Source: an optimization exercise on an open RTL-to-GDS flow (aim: small area and a short achievable clock period). Production flows keep margins and buffers that such runs may drop. In this exercise RTL edits were held to simulation tests only and were not proved equivalent to the original. Power and IR drop assume default switching activity.

## v16
==> flow/design.v (excerpt) <==
module stepper_seq (
    input  wire        clk,
    input  wire        rst,           
    input  wire [31:0] now,           
    input  wire        rx_valid,      
    input  wire [7:0]  rx_byte,
    output wire [7:0]  dig,           
    output wire        ev_valid,      
    output wire [3:0]  ev_code,       
    output wire [2:0]  st_phase0,
    output wire [15:0] st_rate0,
    output wire        st_en0,
    output wire        st_moving0,
    output wire [31:0] st_pos0,
    output wire [2:0]  st_phase1,
    output wire [15:0] st_rate1,
    output wire        st_en1,
    output wire [3:0]  st_preset
);
    localparam [31:0] TIMEOUT = 32'd500000;
    reg  [1:0]  preset;         
    reg         wd_watch;       
    reg  [18:0] wd_last_lo;     
    reg         wd_dh;          
    reg  [31:13] now_prev;      
    reg         evv, evq;       
    reg         en0, s0, mv0, hm0, sp0, ls0, cp0;
    reg  [1:0]  m0;
    reg  [3:0]  rem0;
    reg  [31:0] q0;
    reg         en1, s1, ls1;
    reg  [1:0]  m1;
    reg  [1:0]  q1;
    wire [32:0] pc;
    wire [31:0] pos;
    assign pc[0] = ls0;
    genvar gi;
    generate for (gi = 0; gi < 32; gi = gi + 1) begin : g_pos
        assign pos[gi]  = q0[gi] ^ pc[gi];
        assign pc[gi+1] = pc[gi] & (q0[gi] ^ s0);
    end endgenerate
    wire [1:0]  ph1 = q1 + {ls1 & s1, ls1};
    wire [7:0] b = rx_byte;
  ...
clock: 65.0 ns
lec_check: 0
abc_area: 1
cap_margin: 70
core_margin: 2
core_utilization: 65
cts_buf_list: sky130_fd_sc_hd__clkbuf_4 sky130_fd_sc_hd__clkbuf_8
place_density: 0.75
slew_margin: 85
standard.sh (not shown) runs the stock make flow with config.mk's settings and CLKGATE_MAP_FILE= SYNTH_SCRIPT=/design/flow/synth_recipe.tcl, a recipe that flattens the netlist after the stock synthesis.
==> flow/flow/run.sh <==
#!/bin/bash
# The standard layout, with the port buffers made of the smallest buffer cell
# (buffer_ports otherwise picks sky130_fd_sc_hd__clkdlybuf4s50_1).
set -euo pipefail
export BUFFER_PORTS_ARGS="-buffer_cell sky130_fd_sc_hd__buf_1"
bash standard.sh > standard.log 2>&1
Modified inputs, v46 compared to v16
- changing SLEW_MARGIN from 85 to 20
- changing CAP_MARGIN from 70 to 20
- changing PLACE_DENSITY from 0.75 to 0.88
- changing CORE_UTILIZATION from 65 to 80
--- outcome ---
Cell count along the critical path (v16 / v46): 1.19
The global-route usage in v46 sits 11 points above the value recorded for v16.
Combined area of the multi-input logic cells of v46 falls short of that of v16 by more than 10%.
Relative to v16, the arrival time reported for the critical path endpoint of v46 is lower by 3500 ps.
Diff v46 and v16: share of the cycle needed by the critical path after routing lower in v46
Compared with v16, v46 shows a lower post-route standard cell area excluding fillers.
Re fraction of layout instances using a drive strength above 1: v16 was higher than v46.
Changes in v9 relative to v46:
- swapping 80 for 65 in CORE_UTILIZATION
- swapping 0.88 for 0.75 in PLACE_DENSITY
- swapping 20 for 40 in CAP_MARGIN
- swapping 20 for 60 in SLEW_MARGIN
Findings:
- v9 completed end to end with timing, DRC and antenna clean.
- [compare] base=v46 new=v9: part of the total power dissipated in combinational logic moved down; fraction of met2 tracks used by global routing went down by 24 points; met3 usage fell by 6.4 points; x dimension of the die grew by 11 um.
- Power of the clock network, v9 and v46, higher one = v46.
- Total placed cells including tap cells in v9 is about 2.7% higher than in v46
- v46 → v9: critical path depth shrank by 3; wire length shrank by about 19%.
The inputs of v17 differ from those of v9 as listed below.
- a change of CAP_MARGIN from 40 to 20
- a change of SLEW_MARGIN from 60 to 20
==> comparison <==
- In summary, v9 completed successfully, with a layout that passed the timing, DRC and antenna checks.
- v17 completed end to end with timing, DRC and antenna clean.
- Between v9 and v17, the difference in area share of buffers outside the clock network is negligible.
- v9 -> v17: count of fill cells added during filler insertion decreased by a few percent
- Comparing v17 against v9, there is no change at all in synthesized area.
- Compared with v9, v17 shows length of routed met3 wiring that has gone up by a few percent.
- Tightest hold margin essentially unchanged between v9 and v17.
- Taking v9 as the reference, in v17 power after layout up about 3.3%, clock share of power up 2.0 points.
- Status: final cell utilization of the core parity (v17, v9)
- Cell area: v9 vs v17, no meaningful difference
- The run showing the greater power per cell area is v17.
- On share of post-route cells with drive strength above 1, the higher figure sits with v9, not v17.

== oak ==
stepper_seq again, from the RTL that the note above started with.
==> flow/config.mk <==
export PLATFORM = sky130hd
export DESIGN_NAME = stepper_seq
export DESIGN_NICKNAME = stepper_seq
export VERILOG_FILES = /design/flow/design.v
export SDC_FILE = /design/flow/constraint.sdc
export NUM_CORES = 4
export LEC_CHECK = 0
export ABC_AREA = 1
export CAP_MARGIN = 40
export CORE_MARGIN = 2
export CORE_UTILIZATION = 65
export CTS_BUF_LIST = sky130_fd_sc_hd__clkbuf_4 sky130_fd_sc_hd__clkbuf_8
export PLACE_DENSITY = 0.75
export SLEW_MARGIN = 60
==> flow/constraint.sdc <==
create_clock -name core_clock -period 65.0 [get_ports {clk}]
set_input_delay 13.0000 -clock core_clock [delete_from_list [all_inputs] [get_ports {clk}]]
set_output_delay 13.0000 -clock core_clock [all_outputs]
set_load 0.01 [all_outputs]
==> flow/flow/run.sh <==
#!/bin/bash
# The standard layout, with two changes to how it is made:
# - the port buffers are the smallest buffer cell (buffer_ports otherwise
#   picks sky130_fd_sc_hd__clkdlybuf4s50_1);
# - clock tree synthesis adds no dummy loads to balance the tree.
set -euo pipefail
export BUFFER_PORTS_ARGS="-buffer_cell sky130_fd_sc_hd__buf_1"
export CTS_ARGS="-sink_clustering_enable -repair_clock_nets -dont_use_dummy_load -buf_list sky130_fd_sc_hd__clkbuf_8"
bash standard.sh > standard.log 2>&1
Edits applied to the flow inputs when going from oak to pine:
-- flow/flow/run.sh --
<<< oak, line 8
export CTS_ARGS="-sink_clustering_enable -repair_clock_nets -dont_use_dummy_load -buf_list sky130_fd_sc_hd__clkbuf_8"
>>> pine, line 8
export CTS_ARGS="-sink_clustering_enable -repair_clock_nets -dont_use_dummy_load -buf_list sky130_fd_sc_hd__clkbuf_4"
-- flow/config.mk --
<<< oak, line 10
>>> pine, line 10
export CELL_PAD_IN_SITES_DETAIL_PLACEMENT = 0
export CELL_PAD_IN_SITES_GLOBAL_PLACEMENT = 0
<<< oak, line 11
export CORE_UTILIZATION = 65
>>> pine, line 13
export CORE_UTILIZATION = 70
<<< oak, line 13
export PLACE_DENSITY = 0.75
>>> pine, line 15
export PLACE_DENSITY = 0.8
Notes after the runs:
Between pine and oak, it is pine whose number of antenna violations at the first check in global routing is higher, by 1. In pine the final area turned out 1.4% lower than in oak. pine: overall global routing resource usage is 1.2 points higher than what oak reported.
The inputs of birch differ from those of pine as listed below.
-- flow/config.mk --
<<< pine, line 10
export CELL_PAD_IN_SITES_DETAIL_PLACEMENT = 0
export CELL_PAD_IN_SITES_GLOBAL_PLACEMENT = 0
>>> birch, line 10
<<< pine, line 13
export CORE_UTILIZATION = 70
>>> birch, line 11
export CORE_UTILIZATION = 65
<<< pine, line 15
export PLACE_DENSITY = 0.8
export SLEW_MARGIN = 60
>>> birch, line 13
export PLACE_DENSITY = 0.75
export SLEW_MARGIN = 75
Findings:
birch ended with every stage complete and zero timing, DRC or antenna violations.
Fraction of cell area in non-clock buffers delta (birch -> pine): insignificant
Total power: birch above pine
In the tables for pine and birch, portion of total power attributed to combinational logic reads higher with birch.
NOTE: part of the power in registers in birch falls short of that of pine
birch: fraction of standard cell area that is sequential is 0.75 points lower than what pine reported.
On birch: combinational power is about 2% higher than what pine gave.
NOTE: initial standard-cell utilization of the core in birch falls short of that of pine
Cell area (lower): pine
[inputs] maple vs birch
-- flow/config.mk --
<<< birch, line 14
export SLEW_MARGIN = 75
>>> maple, line 14
export SLEW_MARGIN = 60
- Of birch and maple, the higher post-route total power belongs to birch.
- Summary of maple over birch: placeable core region now sits at about the same level; slack of the critical path dropped 350 ps.
- Going from birch to maple, the clock skew was found to have gone down by 12 ps.

The RTL this note starts from:
==> flow/design.v <==
module stepper_channel (
    input  wire        clk,
    input  wire [31:0] now,
    input  wire [1:0]  mcode,      
    input  wire        load,       
    output wire        due         
);
    reg [31:0] last;
    wire [12:0] y;
    wire        hz;
    wsub_split #(.LO(13)) u_w (.a(now), .b(last), .lo(y), .hi_zero(hz));
    wire lt5000 = hz & (y < 13'd5000);
    wire lt2000 = hz & (y < 13'd2000);
    wire lt1250 = hz & (y < 13'd1250);
    assign due = ~(mcode[1] ? lt1250 : mcode[0] ? lt2000 : lt5000);
    always @(posedge clk)
        if (load) last <= now;
endmodule
module wsub_split #(
    parameter LO = 13
) (
    input  wire [31:0]   a,
    input  wire [31:0]   b,
    output wire [LO-1:0] lo,
    output wire          hi_zero
);
    localparam HI = 32 - LO;
    wire [LO:0] dl = {1'b0, a[LO-1:0]} - {1'b0, b[LO-1:0]};
    assign lo = dl[LO-1:0];
    wire borrow = dl[LO];
    wire [HI-1:0] ah = a[31:LO], bh = b[31:LO];
    wire [HI-1:0] f;
    assign f[0] = ah[0] ^ bh[0] ^ borrow;
    genvar i;
    generate for (i = 1; i < HI; i = i + 1) begin : g_hi
        assign f[i] = ah[i] ^ bh[i] ^ (bh[i-1] & ~ah[i-1]);
    end endgenerate
    assign hi_zero = ~|f;
endmodule
module stepper_seq (
    input  wire        clk,
    input  wire        rst,           
    input  wire [31:0] now,           
    input  wire        rx_valid,      
    input  wire [7:0]  rx_byte,
    output wire [7:0]  dig,           
    output wire        ev_valid,      
    output wire [3:0]  ev_code,       
    output wire [2:0]  st_phase0,
    output wire [15:0] st_rate0,
    output wire        st_en0,
    output wire        st_moving0,
    output wire [31:0] st_pos0,
    output wire [2:0]  st_phase1,
    output wire [15:0] st_rate1,
    output wire        st_en1,
    output wire [3:0]  st_preset
);
    localparam [31:0] TIMEOUT = 32'd500000;
    reg  [1:0]  preset;         
    reg         wd_watch;       
    reg  [31:0] wd_last_valid;
    reg         evv, evq;       
    reg         en0, s0, mv0, hm0, sp0, ls0, cp0;
    reg  [1:0]  m0;
    reg  [3:0]  rem0;
    reg  [31:0] q0;
    reg         en1, s1, ls1;
    reg  [1:0]  m1;
    reg  [1:0]  q1;
    wire [32:0] pc;
    wire [31:0] pos;
    assign pc[0] = ls0;
    genvar gi;
    generate for (gi = 0; gi < 32; gi = gi + 1) begin : g_pos
        assign pos[gi]  = q0[gi] ^ pc[gi];
        assign pc[gi+1] = pc[gi] & (q0[gi] ^ s0);
    end endgenerate
    wire [1:0]  ph1 = q1 + {ls1 & s1, ls1};
    wire [7:0] b = rx_byte;
    wire is_fwd   = rx_valid && (b == 8'h77 || b == 8'h57);             
    wire is_rev   = rx_valid && (b == 8'h73 || b == 8'h53);             
    wire is_left  = rx_valid && (b == 8'h61 || b == 8'h41);             
    wire is_right = rx_valid && (b == 8'h64 || b == 8'h44);             
    wire is_stop  = rx_valid && (b == 8'h78 || b == 8'h58 || b == 8'h20);  
    wire is_pre   = rx_valid && (b >= 8'h31 && b <= 8'h33);             
    wire is_query = rx_valid && (b == 8'h3F);                           
    wire is_jogf  = rx_valid && (b == 8'h2B);                           
    wire is_jogr  = rx_valid && (b == 8'h2D);                           
    wire is_home  = rx_valid && (b == 8'h68 || b == 8'h48);             
    wire drive     = is_fwd | is_rev | is_left | is_right;
    wire set_rate  = drive | is_stop;
    wire jog       = is_jogf | is_jogr;
    wire valid_dir = set_rate | is_pre | is_query | jog | is_home;
    wire [18:0] wd_lo;
    wire        wd_hz;
    wsub_split #(.LO(19)) u_wd (.a(now), .b(wd_last_valid), .lo(wd_lo), .hi_zero(wd_hz));
    wire        wd_trip = wd_watch & ~valid_dir & ~(wd_hz & (wd_lo <= TIMEOUT[18:0]));
    wire pos_zero = (pos == 32'd0);
    wire pos_ones = (pos == 32'hFFFFFFFF);
    wire pos_min  = (pos == 32'h80000000);
    wire mv_start = jog | (is_home & ~pos_zero);      
    wire mv_stop  = is_home & pos_zero;               
    wire       en0_d = set_rate ? drive : mv_start ? 1'b1 : mv_stop ? 1'b0 : en0;
    wire       s0_d  = set_rate ? (is_rev | is_left) :
                       mv_start ? (jog ? is_jogr : ~pos[31]) : s0;
    wire [1:0] m0_d  = set_rate ? preset : mv_start ? 2'd1 : m0;
    wire       mv0_d = mv_start | (mv0 & ~set_rate & ~mv_stop);
    wire       new0  = ~en0 & (drive | mv_start);     
    wire at_tgt0 = mv0 & ~set_rate & ~is_home & ~jog &
                   (hm0 ? (sp0 ? pos_ones : pos_zero) : (rem0 == 4'd0));
    wire       en1_d = set_rate ? drive : en1;
    wire       s1_d  = set_rate ? (is_rev | is_right) : s1;
    wire [1:0] m1_d  = set_rate ? preset : m1;
    wire       new1  = ~en1 & drive;
    wire due0, due1;
    wire tick0 = en0_d & ~wd_trip & ~new0 & due0;
    wire tick1 = en1_d & ~wd_trip & ~new1 & due1;
    wire done0 = tick0 & at_tgt0;
    wire step0 = tick0 & ~at_tgt0;
    wire step1 = tick1;
    stepper_channel u_t0 (.clk(clk), .now(now), .mcode(m0_d),
                          .load(new0 | step0), .due(due0));
    stepper_channel u_t1 (.clk(clk), .now(now), .mcode(m1_d),
                          .load(new1 | step1), .due(due1));
    wire [3:0] rem0_b = jog ? 4'd10 : rem0;
    always @(posedge clk) begin
        if (rst) begin
            preset   <= 2'd0;
            wd_watch <= 1'b0;
            evv      <= 1'b0;
            en0      <= 1'b0;
            mv0      <= 1'b0;
            ls0      <= 1'b0;
            q0       <= 32'd0;
            en1      <= 1'b0;
            ls1      <= 1'b0;
            q1       <= 2'd0;
        end else begin
            if (is_pre)
                preset <= {b[1] & b[0], b[1] & ~b[0]};
            wd_watch <= valid_dir | (wd_watch & ~wd_trip);
            evv      <= is_query | wd_trip;
            en0      <= en0_d & ~wd_trip & ~done0;
            mv0      <= mv0_d & ~wd_trip & ~done0;
            ls0      <= step0;
            q0       <= pos;
            en1      <= en1_d & ~wd_trip;
            ls1      <= step1;
            q1       <= ph1;
        end
        if (valid_dir)
            wd_last_valid <= now;
        evq  <= is_query;
        cp0  <= done0;
        s0   <= s0_d;
        m0   <= m0_d;
        s1   <= s1_d;
        m1   <= m1_d;
        if (mv_start) begin
            hm0 <= is_home;
            sp0 <= pos_min;
        end
        rem0 <= step0 ? rem0_b - 4'd1 : rem0_b;
    end
    reg [3:0] pat0;
    always @(*) begin
        case (pos[2:0])
            3'd0: pat0 = 4'h1;
            3'd1: pat0 = 4'h3;
            3'd2: pat0 = 4'h2;
            3'd3: pat0 = 4'h6;
            3'd4: pat0 = 4'h4;
            3'd5: pat0 = 4'hC;
            3'd6: pat0 = 4'h8;
            default: pat0 = 4'h9;
        endcase
    end
    wire [3:0] pat1 = 4'h1 << ph1;
    assign dig = {en1 ? pat1 : 4'h0, en0 ? pat0 : 4'h0};
    assign ev_valid = evv;
    assign ev_code  = {1'b0, evq, ~evq, ~evq};
    function [15:0] rate_val(input en, input s, input [1:0] m);
        reg [15:0] mag;
        begin
            mag = m[1] ? 16'd800 : m[0] ? 16'd500 : 16'd200;
            rate_val = ~en ? 16'd0 : s ? (~mag + 16'd1) : mag;
        end
    endfunction
    assign st_pos0    = q0;
    assign st_phase0  = q0[2:0];
    assign st_en0     = en0 | cp0;
    assign st_moving0 = mv0 | cp0;
    assign st_rate0   = rate_val(en0 | cp0, s0, m0);
    assign st_phase1  = {1'b0, q1};
    assign st_en1     = en1;
    assign st_rate1   = rate_val(en1, s1, m1);
    assign st_preset  = {2'b00, preset};
endmodule
export LEC_CHECK = 0
export CAP_MARGIN = 20
export CORE_MARGIN = 2
export CORE_UTILIZATION = 65
export CTS_BUF_LIST = sky130_fd_sc_hd__clkbuf_4 sky130_fd_sc_hd__clkbuf_8
export PLACE_DENSITY = 0.75
export SLEW_MARGIN = 20
create_clock -name core_clock -period 65.0 [get_ports {clk}]
run.sh (not shown) runs the stock make flow with config.mk's settings and CLKGATE_MAP_FILE= SYNTH_SCRIPT=/design/flow/synth_recipe.tcl, a recipe that flattens the netlist after the stock synthesis.
Stock flow here: none of the scripts above is used.
The baseline passed the timing, DRC and antenna checks.
Next try:
--- a/flow/config.mk
+++ b/flow/config.mk
@@ -9,5 +9,3 @@
 export CORE_MARGIN = 2
-export CORE_UTILIZATION = 65
-export CTS_BUF_LIST = sky130_fd_sc_hd__clkbuf_4 sky130_fd_sc_hd__clkbuf_8
-export PLACE_DENSITY = 0.75
+export CORE_UTILIZATION = 40
 export SLEW_MARGIN = 20
Effect: Cell area went up by about 2.5%. Worst hold slack gets worse by 0.0098 ns. Fmax is lower by 0.64%. First-iteration DRC count rose by 14%. Register-to-register slack gets worse by 0.58 ns. Count of clock-buffer cells in the layout stays the same. Utilization goes down by 28 points.

==> port drivers added, routing unchanged <==
How much do the figures lean on ideal ports? The routed layouts below were timed once more, with nothing changed but the port constraints. Step 1, drivers: a clkbuf_16 drives clk and a buf_2 each remaining input, both assumed. Step 2 adds t to the input delays and takes it off the output delays; t is the mean of the earliest and latest rising clock arrival at the registers after step 1. Input paths then give back, and output paths get back, about the clock's delay inside the block. Slacks: ideal / step 1 / step 2; pairs: ideal / step 1.
run | t, ns | slack for setup (ns) | worst setup path at the end | worst data-port slew with drivers (ns) | cell pins on the clock port's net
v16 | 0.506 | 44.627 / 44.646 / 44.140 | input to register | 0.04 | 1
v46 | 0.501 | 47.868 / 47.875 / 47.374 | input to register | 0.04 | 1
v9 | 0.485 | 48.582 / 48.598 / 48.112 | input to register | 0.04 | 1
v17 | 0.501 | 48.478 / 48.493 / 47.992 | input to register | 0.04 | 1
oak | 0.479 | 48.584 / 48.600 / 48.121 | input to register | 0.03 | 1
pine | 0.551 | 48.634 / 48.648 / 48.097 | input to register | 0.03 | 1
birch | 0.583 | 49.015 / 49.031 / 48.448 | input to register | 0.03 | 1
maple | 0.574 | 48.669 / 48.685 / 48.112 | input to register | 0.03 | 1
the first run of note 3 | 0.505 | 47.488 / 47.509 / 47.004 | input to register | 0.06 | 1
the second run of note 3 | 0.487 | 47.375 / 47.401 / 46.914 | input to register | 0.05 | 1
After both steps every run listed still meets setup and hold. The setup slack of birch, which loses most, moves by +0.016 ns with the drivers and by -0.567 ns with both steps.
